Context: an optimization exercise on an open-source flow, tuned for small area, a short achievable clock period and few clock cycles per item. The choices shown serve that exercise and are no tape-out recipe. Where RTL was checked, it was by simulation tests only, not by an equivalence proof against the original. Power is estimated from default activity; no workload was simulated.

Design ams_frame_encoder, start of the top module:
module ams_frame_encoder (
    input  wire        clk,
    input  wire        rst,
    input  wire        in_valid,
    output wire        in_ready,
    input  wire        in_clear,
    input  wire        in_stream,      
    input  wire [15:0] in_year,
    input  wire [7:0]  in_month,
    input  wire [7:0]  in_day,
    input  wire [7:0]  in_wday,
    input  wire [7:0]  in_hour,
    input  wire [7:0]  in_minute,
    input  wire [7:0]  in_second,
    input  wire [31:0] in_p,
    input  wire [31:0] in_po,
    input  wire [31:0] in_q,
    input  wire [31:0] in_qo,
    input  wire [31:0] in_i1,
    input  wire [31:0] in_i2,
    input  wire [31:0] in_i3,
    input  wire [15:0] in_u1,
    input  wire [15:0] in_u2,
    input  wire [15:0] in_u3,
    input  wire [31:0] in_tpi,
    input  wire [31:0] in_tpo,
    input  wire [31:0] in_tqi,
    input  wire [31:0] in_tqo,
    output wire        out_valid,
    input  wire        out_ready,
    output wire [7:0]  out_data,
    output wire        out_last
);
    reg        v0, v1;
    reg [15:0] l0_y;
    reg [7:0]  l0_mo, l0_d, l0_w, l0_h, l0_mi;
    reg [6:0]  l0_s;
    reg [15:0] l1_y;
    reg [7:0]  l1_mo, l1_d, l1_w, l1_h;
    wire [7:0] sec10 = in_second - (in_second % 8'd10);
    wire e0_y  = in_year == l0_y;
    wire e1_y  = in_year == l1_y;
    wire e0_md = {in_month, in_day} == {l0_mo, l0_d};
    wire e1_md = {in_month, in_day} == {l1_mo, l1_d};
    wire e0_wh = {in_wday, in_hour} == {l0_w, l0_h};
    wire e1_wh = {in_wday, in_hour} == {l1_w, l1_h};
    wire e0_ms = v0 && (in_minute == l0_mi) && (sec10[7:1] == l0_s);
    wire [3:0] n_pt = in_stream ? {e1_y, e1_md, e1_wh, v1}
  ...
For scale: roughly 590 flip-flops, ~480 I/O pins, about 0.029 sq mm of cells after synthesis.
==> flow/config.mk <==
export PLATFORM = sky130hd
export DESIGN_NAME = ams_frame_encoder
export DESIGN_NICKNAME = ams_frame_encoder
export VERILOG_FILES = /design/flow/design.v
export SDC_FILE = /design/flow/constraint.sdc
export NUM_CORES = 4
export LEC_CHECK = 0
export CAP_MARGIN = 20
export CORE_MARGIN = 2
export CORE_UTILIZATION = 40
export SLEW_MARGIN = 20
==> flow/constraint.sdc <==
create_clock -name core_clock -period 10.0 [get_ports {clk}]
set_input_delay 2.0000 -clock core_clock [delete_from_list [all_inputs] [get_ports {clk}]]
set_output_delay 2.0000 -clock core_clock [all_outputs]
set_load 0.01 [all_outputs]
standard.sh (not shown) runs the stock make flow with config.mk's settings and CLKGATE_MAP_FILE= SYNTH_SCRIPT=/design/flow/synth_recipe.tcl, a recipe that flattens the netlist after the stock synthesis.
==> flow/flow/run.sh <==
#!/bin/bash
set -euo pipefail
export BUFFER_PORTS_ARGS="-buffer_cell sky130_fd_sc_hd__buf_1"
bash standard.sh finish > standard_flow.log 2>&1
The first run completed without violations.
Testbench counts at the start, summed over its fixed seeds: cycles 73,138, items 512.
Rerun with:
==> flow/run.sh (new file) <==
#!/bin/bash
# synth_recipe.tcl (not shown) runs the flow's synth.tcl, then flattens the netlist and writes it again
# the make line also repeats each setting of config.mk as NAME=value (left out here)
make -C /OpenROAD-flow-scripts/flow DESIGN_CONFIG=/design/flow/config.mk WORK_HOME=/design/flow/orfs CLKGATE_MAP_FILE= SYNTH_SCRIPT=/design/flow/synth_recipe.tcl finish
removed: flow/flow/run.sh
removed: flow/standard.sh
Outcome: Design area is higher by 8.5%. Hold slack stays flat. First-iteration DRC count is higher by 3.0%. Sequential power barely changes. Total power is higher by 0.52%.

---

Setup of v18:
Another version of the RTL of ams_frame_encoder (not shown whole).
Size in the first run: ~1900 cells after synthesis, ~570 flip-flops, about 480 I/O pins, about 0.025 mm2 of cells after synthesis.
==> flow/design.v (excerpt) <==
module ams_frame_encoder (
    input  wire        clk,
    input  wire        rst,
    input  wire        in_valid,
    output wire        in_ready,
    input  wire        in_clear,
    input  wire        in_stream,      
    input  wire [15:0] in_year,
    input  wire [7:0]  in_month,
    input  wire [7:0]  in_day,
    input  wire [7:0]  in_wday,
    input  wire [7:0]  in_hour,
    input  wire [7:0]  in_minute,
    input  wire [7:0]  in_second,
    input  wire [31:0] in_p,
    input  wire [31:0] in_po,
    input  wire [31:0] in_q,
    input  wire [31:0] in_qo,
    input  wire [31:0] in_i1,
    input  wire [31:0] in_i2,
    input  wire [31:0] in_i3,
    input  wire [15:0] in_u1,
    input  wire [15:0] in_u2,
    input  wire [15:0] in_u3,
    input  wire [31:0] in_tpi,
    input  wire [31:0] in_tpo,
    input  wire [31:0] in_tqi,
    input  wire [31:0] in_tqo,
    output wire        out_valid,
    input  wire        out_ready,
    output wire [7:0]  out_data,
    output wire        out_last
);
==> flow/config.mk <==
export PLATFORM = sky130hd
export DESIGN_NAME = ams_frame_encoder
export DESIGN_NICKNAME = ams_frame_encoder
export VERILOG_FILES = /design/flow/design.v
export SDC_FILE = /design/flow/constraint.sdc
export NUM_CORES = 4
export LEC_CHECK = 0
export CAP_MARGIN = 20
export CORE_MARGIN = 2
export CORE_UTILIZATION = 55
export CTS_CLUSTER_DIAMETER = 80
export CTS_CLUSTER_SIZE = 20
export SLEW_MARGIN = 20
==> flow/constraint.sdc <==
create_clock -name core_clock -period 10.0 [get_ports {clk}]
set_input_delay 2.0000 -clock core_clock [delete_from_list [all_inputs] [get_ports {clk}]]
set_output_delay 2.0000 -clock core_clock [all_outputs]
set_load 0.01 [all_outputs]
==> flow/flow/run.sh <==
#!/bin/bash
set -euo pipefail
export BUFFER_PORTS_ARGS="-buffer_cell sky130_fd_sc_hd__buf_1"
export SETUP_SLACK_MARGIN=7
bash standard.sh finish > standard_flow.log 2>&1
Both conditions hold for v18: the flow ran to the end and the final layout passed the timing, design-rule and antenna checks.
#### Input delta (v40 over v18)
==> flow/flow/run.sh <==
#!/bin/bash
set -euo pipefail
export BUFFER_PORTS_ARGS="-buffer_cell sky130_fd_sc_hd__buf_1"
export SETUP_SLACK_MARGIN=6.6
bash standard.sh finish > standard_flow.log 2>&1
diff --git a/flow/config.mk b/flow/config.mk
--- a/flow/config.mk
+++ b/flow/config.mk
@@ -8,6 +8,4 @@
 export CAP_MARGIN = 20
 export CORE_MARGIN = 2
-export CORE_UTILIZATION = 55
-export CTS_CLUSTER_DIAMETER = 80
-export CTS_CLUSTER_SIZE = 20
+export CORE_UTILIZATION = 40
 export SLEW_MARGIN = 20
Notes after the runs:
- v40 vs. v18: overall power consumption shows an increase of 0.00078 W, sequential cell area in the final layout shows no meaningful change, sequential share of layout area shows an increase of 0.28 points.
The following lists how v25 was set up differently from v40:
==> flow/flow/run.sh <==
#!/bin/bash
set -euo pipefail
export BUFFER_PORTS_ARGS="-buffer_cell sky130_fd_sc_hd__buf_1"
export SETUP_SLACK_MARGIN=7
bash standard.sh finish > standard_flow.log 2>&1
diff --git a/flow/config.mk b/flow/config.mk
--- a/flow/config.mk
+++ b/flow/config.mk
@@ -8,4 +8,7 @@
 export CAP_MARGIN = 20
 export CORE_MARGIN = 2
-export CORE_UTILIZATION = 40
+export CORE_UTILIZATION = 55
+export CTS_BUF_LIST = sky130_fd_sc_hd__clkbuf_4 sky130_fd_sc_hd__clkbuf_8 sky130_fd_sc_hd__clkbuf_16
+export CTS_CLUSTER_DIAMETER = 100
+export CTS_CLUSTER_SIZE = 30
 export SLEW_MARGIN = 20
For cell count after placement, dividing the value from v40 by the value from v25 gives 1.09. Status: worst slack on hold paths parity (v25, v40). Utilization v40 -> v25: up. Of v25 and v40, it is v25 that has the higher met2 capacity usage during global routing. For v40, the critical path startpoint was in_second[3], unlike v25, where it was in_second[4].
The following lists how v6 was set up differently from v25:
diff --git a/flow/config.mk b/flow/config.mk
--- a/flow/config.mk
+++ b/flow/config.mk
@@ -9,5 +9,4 @@
 export CORE_MARGIN = 2
 export CORE_UTILIZATION = 55
-export CTS_BUF_LIST = sky130_fd_sc_hd__clkbuf_4 sky130_fd_sc_hd__clkbuf_8 sky130_fd_sc_hd__clkbuf_16
 export CTS_CLUSTER_DIAMETER = 100
 export CTS_CLUSTER_SIZE = 30
Findings:
v6 finished end to end and its layout was clean on timing, DRC and antenna.
[compare] base=v25 new=v6: maximum clock frequency level; area growth from synthesis to layout level; wire length level; antenna diode count moved up; final worst-path setup slack moved down.
v25 → v6: via count of the first global-routing pass level; total power moved down.
Input changes introduced in v15 (baseline for comparison: v6):
diff --git a/flow/config.mk b/flow/config.mk
--- a/flow/config.mk
+++ b/flow/config.mk
@@ -8,6 +8,4 @@
 export CAP_MARGIN = 20
 export CORE_MARGIN = 2
-export CORE_UTILIZATION = 55
-export CTS_CLUSTER_DIAMETER = 100
-export CTS_CLUSTER_SIZE = 30
+export CORE_UTILIZATION = 40
 export SLEW_MARGIN = 20
--- outcome ---
Total vias in the final route: higher on v6
Sort v6 and v15 by later-pin clock latency in the skew report, descending, and v15 comes first.
The sum of buffers and inverters on the critical path number comes out lower for v6 vs v15.
Function was not checked in any run of this note: the RTL went through the layout flow alone.

[re-timing with driven ports]
In the flow no input, the clock included, has a driving cell. The finished layouts below were timed again as built, in two steps. Step 1 sets driving cells, clkbuf_16 on the clock port and buf_2 on the other inputs (assumed; they add their load-dependent delay and slew). Step 2 also shifts input and output timing later by t, the mid clock arrival at the registers, as if the neighbouring blocks saw the same clock. Slacks: no drivers / after step 1 / after step 2; pairs: no drivers / after step 1.
run	t (ns)	setup slack, ns	slew at the worst register clock pin (ns)	worst data-port slew with drivers (ns)	cell pins on the clock port's net
the first run of note 1	0.673	3.624 / 3.662 / 2.989	0.06 / 0.06	0.15	1
the second run of note 1	0.661	3.406 / 3.444 / 2.784	0.06 / 0.06	0.17	1
v18	0.637	6.549 / 6.562 / 5.926	0.09 / 0.09	0.15	1
v40	0.696	6.593 / 6.614 / 5.919	0.07 / 0.07	0.14	1
v25	0.638	6.584 / 6.596 / 5.958	0.12 / 0.12	0.15	1
v6	0.635	6.576 / 6.587 / 5.953	0.12 / 0.12	0.17	1
v15	0.694	6.632 / 6.622 / 5.947	0.07 / 0.07	0.17	1
After both steps setup and hold are still met in every run listed. The setup slack of v15, which loses most, moves by -0.010 ns with the drivers and by -0.685 ns with both steps.
